From an optimization exercise on the open Yosys and OpenROAD flow, aimed at small area, a short achievable clock period and few clock cycles; shortcuts taken in it are not production practice. In this exercise RTL edits were held to simulation tests only and were not proved equivalent to the original. Power and IR drop assume default switching activity.

$ cat flow/design.v
module toy_lic_tce (
    input  wire        clk,
    input  wire        rst,           
    input  wire        lic_ready,     
    input  wire        cmd_valid,
    output wire        cmd_ready,
    input  wire [31:0] cmd_word,
    input  wire [31:0] cmd_arg,
    output reg         done,
    output reg  [3:0]  status,
    output reg  [31:0] res,
    output reg         fault,
    output reg  [1:0]  cal_state,
    output wire        bus_req,
    output wire        bus_we,
    output wire [1:0]  bus_space,
    output wire [15:0] bus_addr,
    output wire [31:0] bus_wdata,
    input  wire        bus_ack,
    input  wire [31:0] bus_rdata
);
    localparam [1:0] SP_MMIO = 2'd0, SP_PORT = 2'd1, SP_LOG = 2'd2;
    localparam [3:0] ST_OK = 4'd0, ST_ILLEGAL = 4'd1, ST_NOT_READY = 4'd2,
                     ST_UNCAL = 4'd3, ST_SEQ = 4'd4, ST_CAL_FAILED = 4'd5,
                     ST_RANGE = 4'd6;
    localparam [1:0] UNCAL = 2'd0, CAL_OK = 2'd1, CAL_FAILED = 2'd2;
    localparam [4:0]
        S_IDLE  = 5'd0,
        S_C_LVT = 5'd1,  S_C_TDCR = 5'd2,  S_C_TICR = 5'd3,  S_C_RDSC = 5'd4,
        S_C_WRSC = 5'd5, S_C_MODE = 5'd6,  S_C_CNTLO = 5'd7, S_C_CNTHI = 5'd8,
        S_C_POLL = 5'd9, S_C_RDCUR = 5'd10, S_C_DIV = 5'd11, S_C_STOP = 5'd12,
        S_C_RDSC2 = 5'd13, S_C_WRSC2 = 5'd14, S_C_LOG = 5'd15,
        S_T_STOP = 5'd16, S_T_WAIT = 5'd17, S_T_SEL = 5'd18, S_T_LVT = 5'd19,
        S_T_TICR = 5'd20, S_P_STOP = 5'd21;
    reg [4:0]  state;
    reg        rdy;
    reg        b_req, b_we;
    reg [1:0]  b_space;
    reg [9:0]  b_addr;
    reg [31:0] b_wdata;
    reg [31:0] iv;           
    reg        periodic;
    reg [25:0] tq;           
    reg [6:0]  tr;           
    reg [41:0] acc;          
    reg        ovf;          
    reg [6:0]  rem;
    reg [2:0]  dig;          
    reg        first;        
    reg        fin;          
    assign cmd_ready = rdy;
    assign bus_req   = b_req;
    assign bus_we    = b_we;
    assign bus_space = b_space;
    assign bus_addr  = {6'd0, b_addr};
    assign bus_wdata = b_wdata;
    wire is_cal   = (cmd_word == 32'h9000_0000);
    wire is_start = (cmd_word[31:1] == 31'h5000_0000);    
    wire is_stop  = (cmd_word == 32'hB000_0000);
    wire legal    = is_cal | is_start | is_stop;
    reg [3:0] refuse_code;
    always @(*) begin
        if (!legal)                            refuse_code = ST_ILLEGAL;
        else if (!lic_ready)                   refuse_code = ST_NOT_READY;
        else if (is_cal && cal_state != UNCAL) refuse_code = ST_SEQ;
        else if (is_start && cal_state != CAL_OK) refuse_code = ST_UNCAL;
        else                                   refuse_code = ST_OK;
    end
    reg [2:0] lead;      
    integer i;
    always @(*) begin
        lead = 3'd0;
        for (i = 1; i < 8; i = i + 1)
            if (iv[4*i +: 4] != 4'd0) lead = i[2:0];
    end
    wire        run  = ((state == S_T_STOP) | (state == S_T_WAIT) | (state == S_C_DIV)) & ~fin;
    wire [2:0]  d    = first ? lead : dig;
    wire [3:0]  a    = iv[4*d +: 4];
    wire        last = (d == 3'd0);
    wire [11:0] x0 = {1'b0, rem, 4'd0} + tr * a;
    wire        q4 = (x0 >= 12'd2000);
    wire [11:0] x1 = q4 ? x0 - 12'd2000 : x0;
    wire        q3 = (x1 >= 12'd1000);
    wire [11:0] x2 = q3 ? x1 - 12'd1000 : x1;
    wire        q2 = (x2 >= 12'd500);
    wire [11:0] x3 = q2 ? x2 - 12'd500 : x2;
    wire        q1 = (x3 >= 12'd250);
    wire [11:0] x4 = q1 ? x3 - 12'd250 : x3;
    wire        q0 = (x4 >= 12'd125);
    wire [11:0] x5 = q0 ? x4 - 12'd125 : x4;
    wire [46:0] acc_sum = {1'b0, acc, 4'd0} + tq * a + {q4, q3, q2, q1, q0};
    wire [41:0] acc_n   = run ? acc_sum[41:0] : acc;
    wire        ovf_n   = run ? (ovf | (acc_sum[46:42] != 5'd0)) : ovf;
    function [3:0] sel_of;       
        input [41:0] q;
        input        o;
        integer n;
        begin
            sel_of = 4'd0;
            for (n = 1; n <= 7; n = n + 1)
                if (q[34 + n]) sel_of[2:0] = n[2:0];
            sel_of[3] = o;
        end
    endfunction
    function [3:0] enc_of;
        input [2:0] k;
        begin
            case (k)
                3'd0: enc_of = 4'hB;
                3'd1: enc_of = 4'h0;
                3'd2: enc_of = 4'h1;
                3'd3: enc_of = 4'h2;
                3'd4: enc_of = 4'h3;
                3'd5: enc_of = 4'h8;
                3'd6: enc_of = 4'h9;
                default: enc_of = 4'hA;
            endcase
        end
    endfunction
    wire [3:0] sel_n  = sel_of(acc_n, ovf_n);
    wire [3:0] sel_q  = sel_of(acc, ovf);
    wire       ready_n = fin | (run & last);      
    reg [31:0] count;
    always @(*) begin
        case (sel_q[2:0])
            3'd0: count = acc[34:3];
            3'd1: count = acc[35:4];
            3'd2: count = acc[36:5];
            3'd3: count = acc[37:6];
            3'd4: count = acc[38:7];
            3'd5: count = acc[39:8];
            3'd6: count = acc[40:9];
            default: count = acc[41:10];
        endcase
        if (acc[41:3] == 39'd0) count[0] = 1'b1;
    end
    wire tzero = (res == 32'd0);
    task go;         
        input [4:0] s;
        input       we;
        input [1:0] sp;
        input [9:0] ad;
        begin
            state <= s; b_req <= 1'b1; b_we <= we; b_space <= sp; b_addr <= ad;
        end
    endtask
    task finish;
        input [3:0] st;
        begin
            state <= S_IDLE; b_req <= 1'b0; rdy <= 1'b1; done <= 1'b1; status <= st;
        end
    endtask
    always @(posedge clk) begin
        if (state == S_IDLE) begin
            iv       <= cmd_arg;
            periodic <= cmd_word[0];
        end else if (state == S_C_RDCUR && bus_ack) begin
            iv       <= ~bus_rdata;
        end
        if (state == S_IDLE || state == S_C_RDCUR) begin
            acc <= 42'd0; ovf <= 1'b0; rem <= 7'd0; first <= 1'b1; fin <= 1'b0;
        end else if (run) begin
            acc <= acc_sum[41:0];
            ovf <= ovf_n;
            rem <= x5[6:0];
            dig <= d - 3'd1;
            first <= 1'b0;
            fin <= last;
        end
        if (state == S_C_LVT) begin
            tq <= 26'd0; tr <= 7'd1;
        end else if (state == S_C_DIV && fin) begin
            tq <= acc[25:0]; tr <= rem;
        end
        if (rst) begin
            state     <= S_IDLE;
            rdy       <= 1'b1;
            done      <= 1'b0;
            status    <= ST_OK;
            res       <= 32'd0;
            fault     <= 1'b0;
            cal_state <= UNCAL;
            b_req     <= 1'b0;
        end else begin
            done <= 1'b0;
            case (state)
                S_IDLE: begin
                    if (cmd_valid) begin
                        if (refuse_code != ST_OK) begin
                            status <= refuse_code;
                            fault  <= 1'b1;
                            done   <= 1'b1;
                        end else begin
                            rdy <= 1'b0;
                            if (is_cal) begin
                                go(S_C_LVT, 1'b1, SP_MMIO, 10'h320);
                                b_wdata <= 32'h31;
                            end else begin
                                go(is_start ? S_T_STOP : S_P_STOP, 1'b1, SP_MMIO, 10'h380);
                                b_wdata <= 32'd0;
                            end
                        end
                    end
                end
                S_C_LVT:  if (bus_ack) begin go(S_C_TDCR, 1'b1, SP_MMIO, 10'h3E0); b_wdata <= 32'hB; end
                S_C_TDCR: if (bus_ack) begin go(S_C_TICR, 1'b1, SP_MMIO, 10'h380); b_wdata <= 32'hFFFF_FFFF; end
                S_C_TICR: if (bus_ack) go(S_C_RDSC, 1'b0, SP_PORT, 10'h061);
                S_C_RDSC: if (bus_ack) begin
                    go(S_C_WRSC, 1'b1, SP_PORT, 10'h061);
                    b_wdata <= {24'd0, (bus_rdata[7:0] & 8'hFD) | 8'h01};
                end
                S_C_WRSC:  if (bus_ack) begin go(S_C_MODE, 1'b1, SP_PORT, 10'h043); b_wdata <= 32'hB0; end
                S_C_MODE:  if (bus_ack) begin go(S_C_CNTLO, 1'b1, SP_PORT, 10'h042); b_wdata <= 32'h9C; end
                S_C_CNTLO: if (bus_ack) begin go(S_C_CNTHI, 1'b1, SP_PORT, 10'h042); b_wdata <= 32'h2E; end
                S_C_CNTHI: if (bus_ack) go(S_C_POLL, 1'b0, SP_PORT, 10'h061);
                S_C_POLL:  if (bus_ack && bus_rdata[5]) go(S_C_RDCUR, 1'b0, SP_MMIO, 10'h390);
                S_C_RDCUR: if (bus_ack) begin
                    res   <= ~bus_rdata;
                    state <= S_C_DIV;
                    b_req <= 1'b0;
                end
                S_C_DIV: if (fin) begin go(S_C_STOP, 1'b1, SP_MMIO, 10'h380); b_wdata <= 32'd0; end
                S_C_STOP:  if (bus_ack) go(S_C_RDSC2, 1'b0, SP_PORT, 10'h061);
                S_C_RDSC2: if (bus_ack) begin
                    go(S_C_WRSC2, 1'b1, SP_PORT, 10'h061);
                    b_wdata <= {24'd0, bus_rdata[7:0] & 8'hFE};
                end
                S_C_WRSC2: if (bus_ack) begin
                    if (tzero) begin
                        cal_state <= CAL_FAILED;
                        go(S_C_LOG, 1'b1, SP_LOG, 10'd1);
                        b_wdata <= 32'd0;
                    end else begin
                        cal_state <= CAL_OK;
                        finish(ST_OK);
                    end
                end
                S_C_LOG: if (bus_ack) finish(ST_CAL_FAILED);
                S_T_STOP, S_T_WAIT: if (bus_ack || state == S_T_WAIT) begin
                    if (ready_n) begin
                        if (sel_n[3]) begin
                            go(S_T_SEL, 1'b1, SP_LOG, 10'd2);
                            b_wdata <= iv;
                        end else begin
                            go(S_T_SEL, 1'b1, SP_MMIO, 10'h3E0);
                            b_wdata <= {28'd0, enc_of(sel_n[2:0])};
                        end
                    end else begin
                        state <= S_T_WAIT;
                        b_req <= 1'b0;
                    end
                end
                S_T_SEL: if (bus_ack) begin
                    if (b_space == SP_LOG) finish(ST_RANGE);
                    else begin
                        go(S_T_LVT, 1'b1, SP_MMIO, 10'h320);
                        b_wdata <= {14'd0, periodic, 17'h30};
                    end
                end
                S_T_LVT: if (bus_ack) begin
                    go(S_T_TICR, 1'b1, SP_MMIO, 10'h380);
                    b_wdata <= count;
                end
                S_T_TICR: if (bus_ack) finish(ST_OK);
                S_P_STOP: if (bus_ack) finish(ST_OK);
                default: begin state <= S_IDLE; rdy <= 1'b1; b_req <= 1'b0; end
            endcase
        end
    end
endmodule
$ cat flow/run.sh
#!/bin/bash
# synth_recipe.tcl (not shown) runs the flow's synth.tcl, then flattens the netlist and writes it again
# the make line also repeats each setting of config.mk as NAME=value (left out here)
make -C /OpenROAD-flow-scripts/flow DESIGN_CONFIG=/design/flow/config.mk WORK_HOME=/design/flow/orfs CLKGATE_MAP_FILE= SYNTH_SCRIPT=/design/flow/synth_recipe.tcl finish
$ cat flow/config.mk
export PLATFORM = sky130hd
export DESIGN_NAME = toy_lic_tce
export DESIGN_NICKNAME = toy_lic_tce
export VERILOG_FILES = /design/flow/design.v
export SDC_FILE = /design/flow/constraint.sdc
export NUM_CORES = 4
export LEC_CHECK = 0
export CAP_MARGIN = 20
export CORE_MARGIN = 2
export CORE_UTILIZATION = 40
export SLEW_MARGIN = 20
$ cat flow/constraint.sdc
create_clock -name core_clock -period 60.0 [get_ports {clk}]
set_input_delay 12.0000 -clock core_clock [delete_from_list [all_inputs] [get_ports {clk}]]
set_output_delay 12.0000 -clock core_clock [all_outputs]
set_load 0.01 [all_outputs]
==> impl_metrics.ini <==
[sta]
slew_headroom = 0.318
rsz0062_at_grt = false
setup_viol = 0
slew_viol_final = 0
period_minus_slack_ns = 17.48
max_clock_freq_ghz = 0.0572
period_share = 0.291
setup_tns_ns = 0
final.setup.worst_slack_ns = 42.52
clock_skew_ns = 0.0283
worst_pin_slew_ns = 1.02
timing.final.hold_violations = 0

[routing]
drc = 0
vias = 17600
wl_per_cell_um = 20.5
viasPerCell = 5.89
drt_first_iter_violations = 1517
drt_wl_total_um = 61100
first_pass_iters = 5
drtAntennaViolNets = 0

[clock_network]
clk_latency_ns = 0.58
htreeDepth = 1
numCtsBuffers = 25
post_cts_resized = 0
path_clk_slew_ns = 0.06
cts_tree = done
cts_sinks = 209
post-cts-setup-buffers = 0
cts.root.buffer_cell = clkbuf_16
holdBufCountCts = 0
clk_path_buf_depth = 3

[global_route]
grt_max_degree = 69
grt_overflow_total = 0
globalRouteTotalUtil = 0.252
grt_pass1_wl_um = 96700
first_global_vias = 17200
antenna_found_initial = 0

[pwr]
leakagePower_nw = 8.43
max-vdd-ir-drop_v = 0.0000324
power.density_nw_per_um2 = 36.5

[floorplan]
initial_utilization = 0.402
pin_count = 194
coreArea_um2 = 46300
rows = 79
dieHeight_um = 220
die_w_um = 220
dieArea_um2 = 48300

[worst_setup_path]
critPathKind = flop to flop
critical_path.max_fanout = 33
start_kind = flop
cp.arrival_ns = 17.87
r2r-start = iv[24]$_DFFE_PP_
cpPeakStageDelay_ns = 0.77
reg2reg_depth = 66
crit_path_end_kind = flop
cp_slowest_cell = o31ai_1
timing.reg2reg.setup_slack_ns = 42.52
cp_common_cell = ha_1
cp.required_ns = 60.39
r2r_end = b_wdata[3]$_DFFE_PP_

[synthesis]
synth_edf_count = 78
ys_ff_latch = 209
synthTopCellsByArea = dfxtp_1 14%, edfxtp_1 13%, fa_1 10%
synth-main-ff-cell = dfxtp_1
avgSynthCellArea_um2 = 8.17
synth_area_leader_cell = dfxtp_1
netlist_instances = 2279
synthArstFlopShare = 0
synth_cell_types = 103
yosysTopAreaCellShare = 0.141
netlist_area_um2 = 18600
synth-warning-count = 1
ys_seq_area_frac = 0.267

[place]
dp_slack_ns = 42.68
hpwl_um = 44900
gp_routability_congestion = 0.934
dp_cells = 2942
placement.io_buffers = 184

[final_layout]
area_growth_pct = 16.4
final_cells = 2988
final_nets = 2648
n_antenna_cell = 0
drive_gt1_frac = 0.0592

[job]
maxCapViolations = 0

[run_status]
run_status = timing/DRC/antenna clean

[worst_hold_path]
min_from = rem[3]$_SDFFE_PP0P_
worstHoldPathCells = 2
hold_path_class = flop to flop
hold_path_end = tr[3]$_SDFFE_PP0P_
-- area by class of cell --
cell class | count | area, um2
Fill cell | 4560 | 24600
Multi-Input combinational cell | 1745 | 12500
Sequential cell | 209 | 4960
Timing Repair Buffer | 215 | 2070
Tap cell | 607 | 759
Clock buffer | 33 | 697
Inverter | 166 | 623
Clock inverter | 13 | 87.6
-- registers in the layout, indices dropped and copies added (netlist names) --
register,cells
acc,42
b_addr,7
b_req,1
b_space,2
b_wdata,32
b_we,1
cal_state,2
dig,3
done,1
fault,1
fin,1
first,1
iv,32
ovf,1
periodic,1
rdy,1
rem,7
res,32
state,5
status,3
tq,26
tr,7
-- worst max-delay path: cells and delay by family, from the launching register on --
family | cells | cell delay [ns]
compound gates | 26 | 7.05
xor+xnor | 4 | 1.17
buf+inv | 5 | 0.60
simple gates | 16 | 3.10
flops | 1 | 0.44
mux | 3 | 0.79
fa+ha+maj | 12 | 4.07
-- synth_stat cells, types with 14 or more instances --
| library cell | number |
|---|---|
| nand2_1 | 302 |
| a21oi_1 | 230 |
| nor2_1 | 201 |
| inv_1 | 160 |
| clkbuf_1 | 142 |
| dfxtp_1 | 131 |
| fa_1 | 93 |
| ha_1 | 92 |
| o21ai_0 | 81 |
| edfxtp_1 | 78 |
| mux2i_1 | 72 |
| and2_1 | 62 |
| a221o_1 | 52 |
| xnor2_1 | 47 |
| a211oi_1 | 46 |
| nand3_1 | 42 |
| nor3_1 | 36 |
| nor4_1 | 33 |
| o221ai_1 | 27 |
| o21a_1 | 26 |
| nand4_1 | 19 |
| a21o_1 | 18 |
| xor2_1 | 18 |
| o211ai_1 | 17 |
| nand2b_1 | 16 |
| buf_1 | 14 |
-- per-layer routing --
metal	GRT usage	vias to the layer above	part of all wire
met3	0.0435	123	0.072
li1	-	8228	-
met2	0.421	722	0.47
met1	0.330	8526	0.43
met4	0.0866	0	0.032
met5	0	-	0
-- cell families after synthesis --
kind of cell               count (synthesis)  synth area share
buffers and inverters                    333            0.0693
AOI/OAI and AO/OA                        628             0.232
xor gates and xnor gates                  67            0.0323
DFF                                      209             0.267
adders and majority gates                187             0.163
muxes                                     81            0.0462
and+or+nand+nor                          773             0.191
other                                      1          0.000202
-- through the flow --
step           utilization  hold WS (ns)  area (um2)  total power [mW]
2_1_floorplan            -         0.432       18600             0.494
3_3_place_gp         0.451         0.436       20900             0.640
3_5_place_dp         0.451         0.442       20900             0.643
4_1_cts              0.468         0.450       21700             0.793
5_1_grt              0.468         0.483       21700             0.838
6_report             0.468         0.450       21700             0.791
-- cell usage in the layout (no fill, tap or decap), types with 10 or more instances in the layout --
cell             instances
nand2b_1                15
a21o_1                  18
nor3_1                  34
xor2_1                  18
mux2i_1                 72
and2_1                  62
or3_1                   10
nand4_1                 19
a211oi_1                46
clkdlybuf4s50_1        183
inv_1                  160
edfxtp_1                78
and3_1                  10
o211ai_1                17
clkbuf_16               26
nand3_1                 42
buf_4                   31
fa_1                    93
ha_1                    92
a221o_1                 52
nand2_1                301
o21ai_0                 79
xnor2_1                 47
o21a_1                  26
nor4_1                  32
dfxtp_1                131
a21oi_1                229
nor2_1                 198
o221ai_1                27
-- report_power, final --
part | switching (mW) | internal (mW) | total, mW | leakage, nW
clock network | 0.0657 | 0.0825 | 0.148 | 0.390
registers | 0.0217 | 0.194 | 0.216 | 1.80
logic | 0.295 | 0.132 | 0.427 | 6.25
-- how the worst max path moves through the flow --
stage / start / to / cells after the start / slack, ns
floorplan: cmd_word[1] / b_wdata[0]$_DFFE_PP_ / 9 / 44.46
finish: iv[24]$_DFFE_PP_ / b_wdata[3]$_DFFE_PP_ / 66 / 42.52
CTS: iv[12]$_DFFE_PP_ / b_wdata[3]$_DFFE_PP_ / 66 / 42.60
global placement: iv[24]$_DFFE_PP_ / b_wdata[3]$_DFFE_PP_ / 66 / 43.28
global route: iv[12]$_DFFE_PP_ / b_wdata[3]$_DFFE_PP_ / 67 / 41.15
detailed placement: iv[12]$_DFFE_PP_ / b_wdata[3]$_DFFE_PP_ / 66 / 42.68
Testbench counts, summed over its fixed seeds: cycles 29,897.

-- port drivers added, routing unchanged --
Ports are ideal in the flow. The routed layout listed here was re-timed in OpenROAD.
Step 1: set_driving_cell puts a clkbuf_16 on clk and a buf_2 on each other input, an assumption about the parent block.
Step 2 moves the port delays by t, midway between the first and last clock arrival at a register: inputs arrive t later, outputs are due t later. That takes back most of the time a late clock gives input paths.
Three values: no drivers, after step 1, after step 2; two values: the first two.
shift t [ns]: 0.619
setup WS [ns]: 42.518 / 42.518 / 42.518
worst setup path after step 2: register to register
After both steps this run still meets setup and hold. The setup slack of this run moves by 0.000 ns with the drivers and by 0.000 ns with both steps.
